Background: an optimization exercise with open tools, aiming at small area, a short achievable clock period and few clock cycles per item. Do not read the settings as production practice. Function was checked by simulation only, so behaviour that the tests miss may differ from the original.

==> design.v <==
module casio_tdiv (
    input  wire [15:0] adj,
    output wire        t_zero,    
    output wire        t_neg,     
    output wire [19:0] t_mag      
);
    wire        neg = adj[15];
    wire [16:0] mag = neg ? (17'd0 - {1'b1, adj}) : {1'b0, adj};
    wire [21:0] num = 22'd2097152 + {{6{adj[15]}}, adj};
    wire [21:0] den = {3'd0, mag, 2'b00};
    wire [21:0] quo = (adj == 16'd0) ? 22'd0 : num / den;
    assign t_zero = (adj == 16'd0);
    assign t_neg  = neg;
    assign t_mag  = quo[19:0];    
    wire unused_ok = &{1'b0, quo[21:20]};
endmodule
module casio_arbiter (
    input  wire [127:0] act,
    input  wire [1:0]   elevel,      
    input  wire         mie,         
    input  wire         miblk,       
    output reg          sel_valid,
    output reg  [6:0]   sel,
    output reg  [1:0]   level
);
    reg       sw_any, mi_any;
    reg [6:0] sw_idx, mi_idx;
    integer   i;
    always @* begin
        sw_any = 1'b0;
        sw_idx = 7'd0;
        for (i = 127; i >= 64; i = i - 1)
            if (act[i]) begin
                sw_any = 1'b1;
                sw_idx = i[6:0];
            end
        mi_any = 1'b0;
        mi_idx = 7'd0;
        for (i = 63; i >= 4; i = i - 1)
            if (act[i]) begin
                mi_any = 1'b1;
                mi_idx = i[6:0];
            end
        sel_valid = 1'b1;
        sel       = 7'd0;
        level     = 2'd0;
        if (act[0]) begin
            sel   = 7'd0;
            level = 2'd0;
        end else if (sw_any) begin
            sel   = sw_idx;
            level = 2'd1;
        end else if (act[2]) begin
            sel   = 7'd2;
            level = 2'd3;
        end else if (act[1]) begin
            sel   = 7'd1;
            level = 2'd2;
        end else if (act[3] && elevel <= 2'd2) begin
            sel   = 7'd3;
            level = 2'd2;
        end else if (mie && !miblk && elevel <= 2'd1 && mi_any) begin
            sel   = mi_idx;
            level = 2'd1;
        end else begin
            sel_valid = 1'b0;
        end
    end
endmodule
module casio_core (
    input  wire        clk,
    input  wire        rst,             
    input  wire        cmd_valid,
    output wire        cmd_ready,
    input  wire [31:0] cmd,
    input  wire [1:0]  core_elevel,     
    input  wire        core_mie,        
    output reg         rsp_valid,
    output reg         rsp_exc,         
    output reg  [1:0]  rsp_exc_level,
    output reg  [6:0]  rsp_exc_index,
    output reg         rsp_diag,        
    output reg         rsp_step,        
    output reg         rsp_busmiss,     
    output reg  [7:0]  rsp_rdata,       
    output reg  [4:0]  rsp_ticks,       
    output reg  [7:0]  rsp_hsedge,
    output reg  [7:0]  rsp_lsedge,
    output reg  [7:0]  rsp_hsout,       
    output reg  [7:0]  rsp_lsout,       
    output reg  [1:0]  rsp_runmode,     
    output reg  [2:0]  rsp_fatal        
);
    localparam N        = 21;
    localparam W        = N + 1;
    localparam LS_NOM   = 32'd4;        
    localparam OP_CYCLE   = 8'h01, OP_RST      = 8'h02, OP_BRK     = 8'h03, OP_ACCEPT = 8'h04;
    localparam OP_RRST    = 8'h10, OP_RBRK     = 8'h11, OP_REMU    = 8'h12, OP_RNMI   = 8'h13;
    localparam OP_RMI     = 8'h14, OP_RSW      = 8'h15, OP_CLRNMI  = 8'h18, OP_CLRMI  = 8'h19;
    localparam OP_REQNMI  = 8'h1A, OP_LINEEN   = 8'h20, OP_LINETRY = 8'h21, OP_LINECLR = 8'h22;
    localparam OP_WR      = 8'h30, OP_RD       = 8'h31, OP_RUNMODE = 8'h40, OP_MIBLK  = 8'h41;
    localparam RUNNING = 2'd2;
    reg [127:0] act_q;
    reg [W-1:0] ie_q, irq_q;
    reg [W-1:1] len_q;
    reg         miblk_q;
    reg [1:0]   runmode_q;
    reg [7:0]   blkcon_q;
    reg [2:0]   fatal_q;
    reg [3:0]   osccfg_q;
    reg [15:0]  adj_q;
    reg [6:0]   hscnt_q;
    reg         syscnt_q;
    reg [6:0]   hssub_q;
    reg [7:0]   hsout_q;
    reg [31:0]  lscnt_q, lslen_q, lstc_q;
    reg [1:0]   lscorr_q;               
    reg [6:0]   lssub_q;
    reg [7:0]   lsout_q;
    reg         rstlsreq_q, rsthsreq_q;
    wire        t_zero, t_neg;
    wire [19:0] t_mag;
    casio_tdiv u_tdiv (.adj(adj_q), .t_zero(t_zero), .t_neg(t_neg), .t_mag(t_mag));
    wire        arb_valid;
    wire [6:0]  arb_sel;
    wire [1:0]  arb_level;
    casio_arbiter u_arb (
        .act(act_q), .elevel(core_elevel), .mie(core_mie), .miblk(miblk_q),
        .sel_valid(arb_valid), .sel(arb_sel), .level(arb_level)
    );
    assign cmd_ready = 1'b1;
    wire fire = cmd_valid & cmd_ready;
    wire [7:0]  op   = cmd[31:24];
    wire [15:0] addr = cmd[23:8];
    wire [7:0]  data = cmd[7:0];
    wire [6:0]  idx  = cmd[14:8];
    wire fmt_n  = (cmd[23:0] == 24'd0);
    wire fmt_l  = (addr[15:7] == 9'd0) && (data == 8'd0);
    wire fmt_lb = (addr[15:7] == 9'd0) && (data[7:1] == 7'd0);
    wire fmt_r  = (data == 8'd0);
    wire fmt_m  = (addr == 16'd0) && (data[7:2] == 6'd0);
    wire fmt_f  = (addr == 16'd0) && (data[7:1] == 7'd0);
    wire idx_mi   = (idx >= 7'd4) && (idx <= 7'd63);
    wire idx_sw   = (idx >= 7'd64);
    wire idx_line = (idx >= 7'd4) && (idx <= 7'd3 + N);
    reg [127:0] act_n;
    reg [W-1:0] ie_n, irq_n, v;
    reg [W-1:1] len_n;
    reg         miblk_n;
    reg [1:0]   runmode_n;
    reg [7:0]   blkcon_n;
    reg [2:0]   fatal_n;
    reg [3:0]   osccfg_n;
    reg [15:0]  adj_n;
    reg [6:0]   hscnt_n;
    reg         syscnt_n;
    reg [6:0]   hssub_n;
    reg [7:0]   hsout_n;
    reg [31:0]  lscnt_n, lslen_n, lstc_n;
    reg [1:0]   lscorr_n;
    reg [6:0]   lssub_n;
    reg [7:0]   lsout_n;
    reg         rstlsreq_n, rsthsreq_n;
    reg         exc, diag, step, busmiss;
    reg [7:0]   rdata;
    reg         tickhs, ticksys, tickls, rstls, rsths;
    reg [7:0]   hsedge, lsedge;
    reg [6:0]   hsdiv;
    integer     k;
    always @* begin
        act_n      = act_q;
        ie_n       = ie_q;
        irq_n      = irq_q;
        len_n      = len_q;
        miblk_n    = miblk_q;
        runmode_n  = runmode_q;
        blkcon_n   = blkcon_q;
        fatal_n    = fatal_q;
        osccfg_n   = osccfg_q;
        adj_n      = adj_q;
        hscnt_n    = hscnt_q;
        syscnt_n   = syscnt_q;
        hssub_n    = hssub_q;
        hsout_n    = hsout_q;
        lscnt_n    = lscnt_q;
        lslen_n    = lslen_q;
        lstc_n     = lstc_q;
        lscorr_n   = lscorr_q;
        lssub_n    = lssub_q;
        lsout_n    = lsout_q;
        rstlsreq_n = rstlsreq_q;
        rsthsreq_n = rsthsreq_q;
        exc     = 1'b0;
        diag    = 1'b0;
        step    = 1'b0;
        busmiss = 1'b0;
        rdata   = 8'd0;
        tickhs  = 1'b0;
        ticksys = 1'b0;
        tickls  = 1'b0;
        rstls   = 1'b0;
        rsths   = 1'b0;
        hsedge  = 8'd0;
        lsedge  = 8'd0;
        v       = {W{1'b0}};
        hsdiv   = 7'd1 << ((osccfg_q[2:0] > 3'd6) ? 3'd6 : osccfg_q[2:0]);
        if (fire && fatal_q == 3'd0) begin
            case (op)
            OP_CYCLE: if (!fmt_n) fatal_n = 3'd4; else begin
                rstls      = rstlsreq_q;
                rstlsreq_n = 1'b0;
                rsths      = rsthsreq_q;
                rsthsreq_n = 1'b0;
                hscnt_n = hscnt_q + 7'd1;
                if (hscnt_n >= hsdiv) begin
                    tickhs   = 1'b1;
                    hscnt_n  = 7'd0;
                    if (syscnt_q) begin
                        ticksys  = 1'b1;
                        syscnt_n = 1'b0;
                    end else begin
                        syscnt_n = 1'b1;
                    end
                    if (!rsths) begin
                        hssub_n = hssub_q + 7'd1;
                        if (hssub_q == 7'd127) begin
                            hsout_n = hsout_q + 8'd1;
                            hsedge  = hsout_q & ~hsout_n;
                        end
                    end
                end
                if (osccfg_q[3]) begin
                    if (t_zero) begin
                        lstc_n = 32'd0;
                    end else begin
                        lstc_n = lstc_q + 32'd1;
                        if (lstc_n >= {12'd0, t_mag}) begin
                            lscorr_n = t_neg ? 2'b01 : 2'b11;
                            lstc_n   = 32'd0;
                        end
                    end
                    lscnt_n = lscnt_q + 32'd1;
                    if (lscnt_n >= lslen_q) begin
                        tickls   = 1'b1;
                        lscnt_n  = 32'd0;
                        lslen_n  = LS_NOM + {{30{lscorr_n[1]}}, lscorr_n};
                        lscorr_n = 2'b00;
                        if (!rstls) begin
                            lssub_n = lssub_q + 7'd1;
                            if (lssub_q == 7'd127) begin
                                lsout_n = lsout_q + 8'd1;
                                lsedge  = lsout_q & ~lsout_n;
                            end
                        end
                    end
                end
                if (arb_valid) begin
                    exc  = 1'b1;
                    diag = arb_sel[6] && core_elevel > 2'd1;
                    if (arb_sel == 7'd3) irq_n[0] = 1'b0;
                    if (arb_sel >= 7'd4 && arb_sel <= 7'd3 + N) irq_n[arb_sel[4:0] - 5'd3] = 1'b0;
                    act_n[arb_sel] = 1'b0;
                    runmode_n = RUNNING;
                end
                step = (runmode_n == RUNNING) && ticksys;
            end
            OP_ACCEPT: if (!fmt_n) fatal_n = 3'd4; else begin
                if (arb_valid) begin
                    exc  = 1'b1;
                    diag = arb_sel[6] && core_elevel > 2'd1;
                    if (arb_sel == 7'd3) irq_n[0] = 1'b0;
                    if (arb_sel >= 7'd4 && arb_sel <= 7'd3 + N) irq_n[arb_sel[4:0] - 5'd3] = 1'b0;
                    act_n[arb_sel] = 1'b0;
                    runmode_n = RUNNING;
                end
            end
            OP_RST: if (!fmt_n) fatal_n = 3'd4; else begin
                ie_n  = {W{1'b0}};
                irq_n = {W{1'b0}};
                len_n = {N{1'b0}};
                act_n = 128'd1;
            end
            OP_BRK: if (!fmt_n) fatal_n = 3'd4; else begin
                if (core_elevel > 2'd1) begin
                    ie_n  = {W{1'b0}};
                    irq_n = {W{1'b0}};
                    len_n = {N{1'b0}};
                    act_n = 128'd1;
                end else begin
                    act_n[1] = 1'b1;
                end
            end
            OP_RRST:   if (!fmt_n) fatal_n = 3'd4; else act_n[0] = 1'b1;
            OP_RBRK:   if (!fmt_n) fatal_n = 3'd4; else act_n[1] = 1'b1;
            OP_REMU:   if (!fmt_n) fatal_n = 3'd4; else act_n[2] = 1'b1;
            OP_RNMI:   if (!fmt_n) fatal_n = 3'd4; else act_n[3] = 1'b1;
            OP_CLRNMI: if (!fmt_n) fatal_n = 3'd4; else act_n[3] = 1'b0;
            OP_REQNMI: if (!fmt_n) fatal_n = 3'd4; else begin
                irq_n[0] = 1'b1;
                if (ie_q[0]) act_n[3] = 1'b1;
            end
            OP_RMI: if (!fmt_l) fatal_n = 3'd4;
                    else if (!idx_mi) fatal_n = 3'd1;
                    else act_n[idx] = 1'b1;
            OP_CLRMI: if (!fmt_l) fatal_n = 3'd4;
                      else if (!idx_mi) fatal_n = 3'd1;
                      else act_n[idx] = 1'b0;
            OP_RSW: if (!fmt_l) fatal_n = 3'd4;
                    else if (!idx_sw) fatal_n = 3'd3;
                    else act_n[idx] = 1'b1;
            OP_LINEEN: if (!fmt_lb) fatal_n = 3'd4;
                       else if (!idx_line) fatal_n = 3'd5;
                       else len_n[idx[4:0] - 5'd3] = data[0];
            OP_LINETRY: if (!fmt_l) fatal_n = 3'd4;
                        else if (!idx_line) fatal_n = 3'd5;
                        else begin
                            irq_n[idx[4:0] - 5'd3] = 1'b1;
                            if (len_q[idx[4:0] - 5'd3]) act_n[idx] = 1'b1;
                        end
            OP_LINECLR: if (!fmt_l) fatal_n = 3'd4;
                        else if (!idx_line) fatal_n = 3'd5;
                        else begin
                            irq_n[idx[4:0] - 5'd3] = 1'b0;
                            act_n[idx] = 1'b0;
                        end
            OP_RUNMODE: if (!fmt_m || data[1:0] == 2'd3) fatal_n = 3'd4;
                        else runmode_n = data[1:0];
            OP_MIBLK: if (!fmt_f) fatal_n = 3'd4; else miblk_n = data[0];
            OP_RD: if (!fmt_r) fatal_n = 3'd4; else begin
                case (addr)
                16'hF002: rdata = {4'd0, osccfg_q};
                16'hF00A: rdata = lsout_q;
                16'hF00B: rdata = hsout_q;
                16'hF00C: rdata = adj_q[7:0];
                16'hF00D: rdata = adj_q[15:8];
                16'hF010: rdata = ie_q[7:0];
                16'hF011: rdata = ie_q[15:8];
                16'hF012: rdata = {2'd0, ie_q[21:16]};
                16'hF014: rdata = irq_q[7:0];
                16'hF015: rdata = irq_q[15:8];
                16'hF016: rdata = {2'd0, irq_q[21:16]};
                16'hF028: rdata = blkcon_q;
                default:  busmiss = 1'b1;
                endcase
            end
            OP_WR: begin
                case (addr)
                16'hF002: osccfg_n = data[3:0];
                16'hF00A: begin
                    lscnt_n    = 32'd0;
                    lslen_n    = LS_NOM;
                    lstc_n     = 32'd0;
                    lscorr_n   = 2'b00;
                    lssub_n    = 7'd0;
                    lsout_n    = 8'd0;
                    rstlsreq_n = 1'b1;
                end
                16'hF00B: begin
                    hscnt_n    = 7'd0;
                    hssub_n    = 7'd0;
                    hsout_n    = 8'd0;
                    rsthsreq_n = 1'b1;
                end
                16'hF00C: adj_n[7:0]  = data;
                16'hF00D: adj_n[15:8] = data;
                16'hF010, 16'hF011, 16'hF012: begin
                    v = ie_q;
                    if (addr[1:0] == 2'd0) v[7:0]   = data;
                    if (addr[1:0] == 2'd1) v[15:8]  = data;
                    if (addr[1:0] == 2'd2) v[21:16] = data[5:0];
                    ie_n  = v;
                    len_n = v[W-1:1];
                    if (v[0]) begin
                        if (irq_q[0]) act_n[3] = 1'b1;
                    end else begin
                        act_n[3] = 1'b0;
                    end
                end
                16'hF014, 16'hF015, 16'hF016: begin
                    v = irq_q;
                    if (addr[1:0] == 2'd0) v[7:0]   = data;
                    if (addr[1:0] == 2'd1) v[15:8]  = data;
                    if (addr[1:0] == 2'd2) v[21:16] = data[5:0];
                    irq_n = v;
                    for (k = 1; k <= N; k = k + 1) begin
                        if (v[k]) begin
                            if (len_q[k]) act_n[k + 3] = 1'b1;
                        end else begin
                            act_n[k + 3] = 1'b0;
                        end
                    end
                    if (v[0]) begin
                        if (ie_q[0]) act_n[3] = 1'b1;
                    end else begin
                        act_n[3] = 1'b0;
                    end
                end
                16'hF028: blkcon_n = data;
                default:  busmiss = 1'b1;
                endcase
            end
            default: fatal_n = 3'd4;
            endcase
        end
    end
    always @(posedge clk) begin
        if (rst) begin
            act_q      <= 128'd1;
            ie_q       <= {W{1'b0}};
            irq_q      <= {W{1'b0}};
            len_q      <= {N{1'b0}};
            miblk_q    <= 1'b0;
            runmode_q  <= RUNNING;
            blkcon_q   <= 8'd0;
            fatal_q    <= 3'd0;
            osccfg_q   <= 4'd0;
            adj_q      <= 16'd0;
            hscnt_q    <= 7'd0;
            syscnt_q   <= 1'b0;
            hssub_q    <= 7'd0;
            hsout_q    <= 8'd0;
            lscnt_q    <= 32'd0;
            lslen_q    <= LS_NOM;
            lstc_q     <= 32'd0;
            lscorr_q   <= 2'b00;
            lssub_q    <= 7'd0;
            lsout_q    <= 8'd0;
            rstlsreq_q <= 1'b0;
            rsthsreq_q <= 1'b0;
            rsp_valid  <= 1'b0;
        end else begin
            act_q      <= act_n;
            ie_q       <= ie_n;
            irq_q      <= irq_n;
            len_q      <= len_n;
            miblk_q    <= miblk_n;
            runmode_q  <= runmode_n;
            blkcon_q   <= blkcon_n;
            fatal_q    <= fatal_n;
            osccfg_q   <= osccfg_n;
            adj_q      <= adj_n;
            hscnt_q    <= hscnt_n;
            syscnt_q   <= syscnt_n;
            hssub_q    <= hssub_n;
            hsout_q    <= hsout_n;
            lscnt_q    <= lscnt_n;
            lslen_q    <= lslen_n;
            lstc_q     <= lstc_n;
            lscorr_q   <= lscorr_n;
            lssub_q    <= lssub_n;
            lsout_q    <= lsout_n;
            rstlsreq_q <= rstlsreq_n;
            rsthsreq_q <= rsthsreq_n;
            rsp_valid  <= fire;
        end
    end
    always @(posedge clk) begin
        rsp_exc       <= exc;
        rsp_exc_level <= exc ? arb_level : 2'd0;
        rsp_exc_index <= exc ? arb_sel : 7'd0;
        rsp_diag      <= diag;
        rsp_step      <= step;
        rsp_busmiss   <= busmiss;
        rsp_rdata     <= rdata;
        rsp_ticks     <= {rstls, rsths, tickls, ticksys, tickhs};
        rsp_hsedge    <= hsedge;
        rsp_lsedge    <= lsedge;
        rsp_hsout     <= hsout_n;
        rsp_lsout     <= lsout_n;
        rsp_runmode   <= runmode_n;
        rsp_fatal     <= fatal_n;
    end
endmodule
==> run.sh <==
#!/bin/bash
# synth_recipe.tcl (not shown) runs the flow's synth.tcl, then flattens the netlist and writes it again
# the make line also repeats each setting of config.mk as NAME=value (left out here)
make -C /OpenROAD-flow-scripts/flow DESIGN_CONFIG=/design/flow/config.mk WORK_HOME=/design/flow/orfs CLKGATE_MAP_FILE= SYNTH_SCRIPT=/design/flow/synth_recipe.tcl finish
==> config.mk <==
export PLATFORM = sky130hd
export DESIGN_NAME = casio_core
export DESIGN_NICKNAME = casio_core
export VERILOG_FILES = /design/flow/design.v
export SDC_FILE = /design/flow/constraint.sdc
export NUM_CORES = 4
export LEC_CHECK = 0
export CAP_MARGIN = 20
export CORE_MARGIN = 2
export CORE_UTILIZATION = 40
export PLACE_DENSITY = 0.6
export SLEW_MARGIN = 20
==> constraint.sdc <==
create_clock -name core_clock -period 42.0 [get_ports {clk}]
set_input_delay 8.4000 -clock core_clock [delete_from_list [all_inputs] [get_ports {clk}]]
set_output_delay 8.4000 -clock core_clock [all_outputs]
set_load 0.01 [all_outputs]
==> results_dict.tcl <==
set metrics [dict create \
    fill_cells 8796 \
    synthFlopType "dfxtp_1" \
    fin_crit_sh 0.954 \
    grt_pass1_vias 36000 \
    root_buffer "clkbuf_16" \
    required_ns 42.50 \
    antenna_found_initial 1 \
    ys_top_cells_by_area "dfxtp_1 (23%), ha_1 (9.9%), a21oi_1 (5.6%)" \
    cp_slowest_stage_delay_ns 0.57 \
    cts_max_level 2 \
    synth_area_um2 35200 \
    vias 38800 \
    cts.sinks 400 \
    final-hold-violation-count 0 \
    core_area_um2 87000 \
    dp_cells 5940 \
    die_w_um 301 \
    setup_viol 0 \
    crit_fanout 22 \
    startpoint_type "flip-flop" \
    cp_num_buf_inv 16 \
    fp.dieH_um 301 \
    critical_path_arrival_ns 40.57 \
    rows 108 \
    fmax_mhz 25.0 \
    setup_tns_ns 0 \
    syn-mean-instance-area_um2 7.40 \
    cts_tree "built" \
    grt_use_total 0.301 \
    layout-area-overhead-vs-synth_pct 17.3 \
    ys_warn_count 2 \
    max_slew_margin 0.245 \
    holdCritPathClass "reg -> reg" \
    dr.first_iter.drc_count 4083 \
    cp_top_family "compound AO/OA/AOI/OAI gates" \
    ys_ff_latch 400 \
    synth_cells 4758 \
    path_class "reg -> reg" \
    synth.most_common_cell "nor2_1" \
    cts.clk_slew.worst_paths_ns 0.06 \
    overflow 0 \
    ys_types 107 \
    yosysSeqAreaShare 0.228 \
    postCtsHoldBufs 0 \
    dieArea_um2 90400 \
    io_buffers 101 \
    ys_async_sr_fraction 0 \
    synth_edf_count 0 \
    fin_skew_ns 0.0804 \
    detail-route-antenna-nets 0 \
    critPathCaptureType "flip-flop" \
    status "no timing/DRC/antenna violations" \
    final_core_util 0.474 \
    fin_crit_ns 40.07 \
    first_pass_iters 8 \
    drv_cap 0 \
    drt_wl_total_um 144000 \
    place_congestion 0.986 \
    grt_max_degree 65 \
    worst_pin_slew_ns 1.12 \
    start_util 0.404 \
    critical_path.most_common_cell "ha_1" \
    numCtsBuffers 50 \
    insertion_delay_ns 0.64 \
    routed_via_density 6.37 \
    fin_cells 6081 \
    drc 0 \
    nets 5204 \
    synth_top_area_frac 0.228 \
    clockBufferDepth 3 \
    post-synth-top-area-cell "dfxtp_1" \
    drive_gt1_frac 0.133 \
    grt_pass1_wl_um 215000 \
    hpwlAfterDp_um 105000 \
    synth_common_cells "nor2_1 (458), nand2_1 (432), dfxtp_1 (400)" \
    n_antenna_cell 0 \
    pin_count 103 \
    final_area_um2 41300 \
    drv_slew 0 \
    place_area_um2 38200 \
    avgRoutedWirePerCell_um 23.6 \
    crit_slowest_cell "or4_1" \
]
## stage by stage
step                hold slack [ns]  worst slack [ns]
floorplan                     0.426            0.0538
global placement              0.438            -0.271
detailed placement            0.447             -1.12
CTS                           0.454            0.0665
global route                  0.467            -0.416
finish                        0.453              1.93
## per-layer routing
metal / part of all wire / vias to the layer above / track usage / routed length (µm)
met5: 0.000091 / - / 0 / 13
met1: 0.42 / 18400 / 0.393 / 59900
met2: 0.44 / 1826 / 0.482 / 63600
li1: - / 18000 / - / -
met3: 0.089 / 452 / 0.0585 / 12700
met4: 0.051 / 2 / 0.127 / 7350
## path summary, 6_finish.rpt
check                            from                        to  slack [ns]  cells past startpoint
min          blkcon_q[1]$_SDFFE_PP0P_  blkcon_q[1]$_SDFFE_PP0P_        0.45                      2
max             adj_q[7]$_SDFFE_PP0P_    lstc_q[3]$_SDFFE_PP0P_        1.93                    193
max reg2reg     adj_q[7]$_SDFFE_PP0P_    lstc_q[3]$_SDFFE_PP0P_        1.93                    193
min reg2reg  blkcon_q[1]$_SDFFE_PP0P_  blkcon_q[1]$_SDFFE_PP0P_        0.45                      2
## final cells by class
| cell class | instances | area (µm²) | share of cell area |
|---|---|---|---|
| clock inverters | 17 | 220 | 0.00533 |
| multi-input cells | 3965 | 26700 | 0.648 |
| flip-flops and latches | 400 | 8010 | 0.194 |
| well taps | 1155 | 1450 | 0.0350 |
| inverters | 129 | 488 | 0.0118 |
| clock buffers | 73 | 1520 | 0.0368 |
| repair buffers | 342 | 2860 | 0.0692 |
## worst register-to-register path, delay by kind of cell (launching register included)
kind / cells / cell delay (ns)
compound gates: 102 / 19.77
simple gates: 50 / 9.55
fa+ha+maj: 20 / 5.98
buf+inv: 16 / 2.71
mux: 5 / 1.65
flops: 1 / 0.32
## cells by family (layout without fill, tap and decap cells)
| kind of cell | after synthesis | count (layout) | synth area share |
|---|---|---|---|
| AND/OR/NAND/NOR | 1816 | 1816 | 0.254 |
| multiplexers | 124 | 124 | 0.0381 |
| flip-flops | 400 | 400 | 0.228 |
| XOR/XNOR | 176 | 176 | 0.0442 |
| other | 1 | 5 | 0.000107 |
| adder cells (fa/ha/maj) | 278 | 278 | 0.0989 |
| buffers and inverters | 400 | 561 | 0.0441 |
| AO/OA/AOI/OAI | 1563 | 1566 | 0.293 |
## sequential cells by signal, summed over array words and instances (netlist names), 3 cells and up
register,cells
hsout_q,8
rsp_lsout,8
lstc_q,32
irq_q,22
rsp_hsedge,8
act_q,128
rsp_hsout,8
adj_q,16
rsp_exc_index,7
hssub_q,7
len_q,21
rsp_ticks,5
lslen_q,3
ie_q,22
blkcon_q,8
osccfg_q,4
rsp_lsedge,8
lssub_q,7
rsp_fatal,3
lsout_q,8
fatal_q,3
lscnt_q,32
rsp_rdata,8
hscnt_q,7
## timing repair
action,CTS,global route
pin swaps,2,70
gates resized for setup,16,162
endpoints found under the setup margin,25,25
gates cloned,1,5
buffers inserted,5,40
## placed cells by master, fill, tap and decap left out, types with 27 or more instances in the layout
master	Yosys	routed
o21a_1	66	65
a211oi_1	45	36
mux2i_1	51	49
a32o_1	32	32
nand3_1	178	175
and2_1	125	125
dfxtp_1	400	399
a21o_1	67	65
nor3_1	156	144
o211ai_1	55	55
nand4_1	52	52
a21oi_2	0	29
or2_2	36	36
o21ai_0	346	329
xnor2_1	110	106
nand2_1	432	429
a22oi_1	49	46
xor2_1	64	63
a311oi_1	38	35
o22ai_1	44	43
nor4_1	87	83
a21oi_1	395	365
a31oi_1	100	92
or3_1	37	37
nor2_1	458	447
clkbuf_16	0	51
clkdlybuf4s50_1	0	100
mux2_2	64	63
and3_1	58	56
ha_1	278	262
inv_1	127	126
nor2b_1	40	37
a41oi_1	27	27
buf_4	3	233
a22o_1	38	38
nand2b_1	63	60
Testbench counts, summed over its fixed seeds: cycles 32,008, items 32,000.

==> port drivers added, routing unchanged <==
How much do the figures lean on ideal ports? The routed layout below was timed once more, with nothing changed but the port constraints. Step 1 (the two cells are an assumption about what drives the block):
set clk [get_ports {clk}]
set_driving_cell -lib_cell sky130_fd_sc_hd__clkbuf_16 $clk
set_driving_cell -lib_cell sky130_fd_sc_hd__buf_2 [delete_from_list [all_inputs] $clk]
Step 2 moves the port delays by t, midway between the first and last clock arrival at a register: inputs arrive t later, outputs are due t later. That takes back most of the time a late clock gives input paths. Three values: ideal, step 1, step 2; two values: the first two.
shift t [ns]: 0.665
slack for setup (ns): 1.928 / 1.928 / 1.928
latest minus earliest clock arrival (ns): 0.087 / 0.087
worst slew at a driven data input, ns: 0.05
After both steps this run still meets setup and hold. The setup slack of this run moves by 0.000 ns with the drivers and by 0.000 ns with both steps.
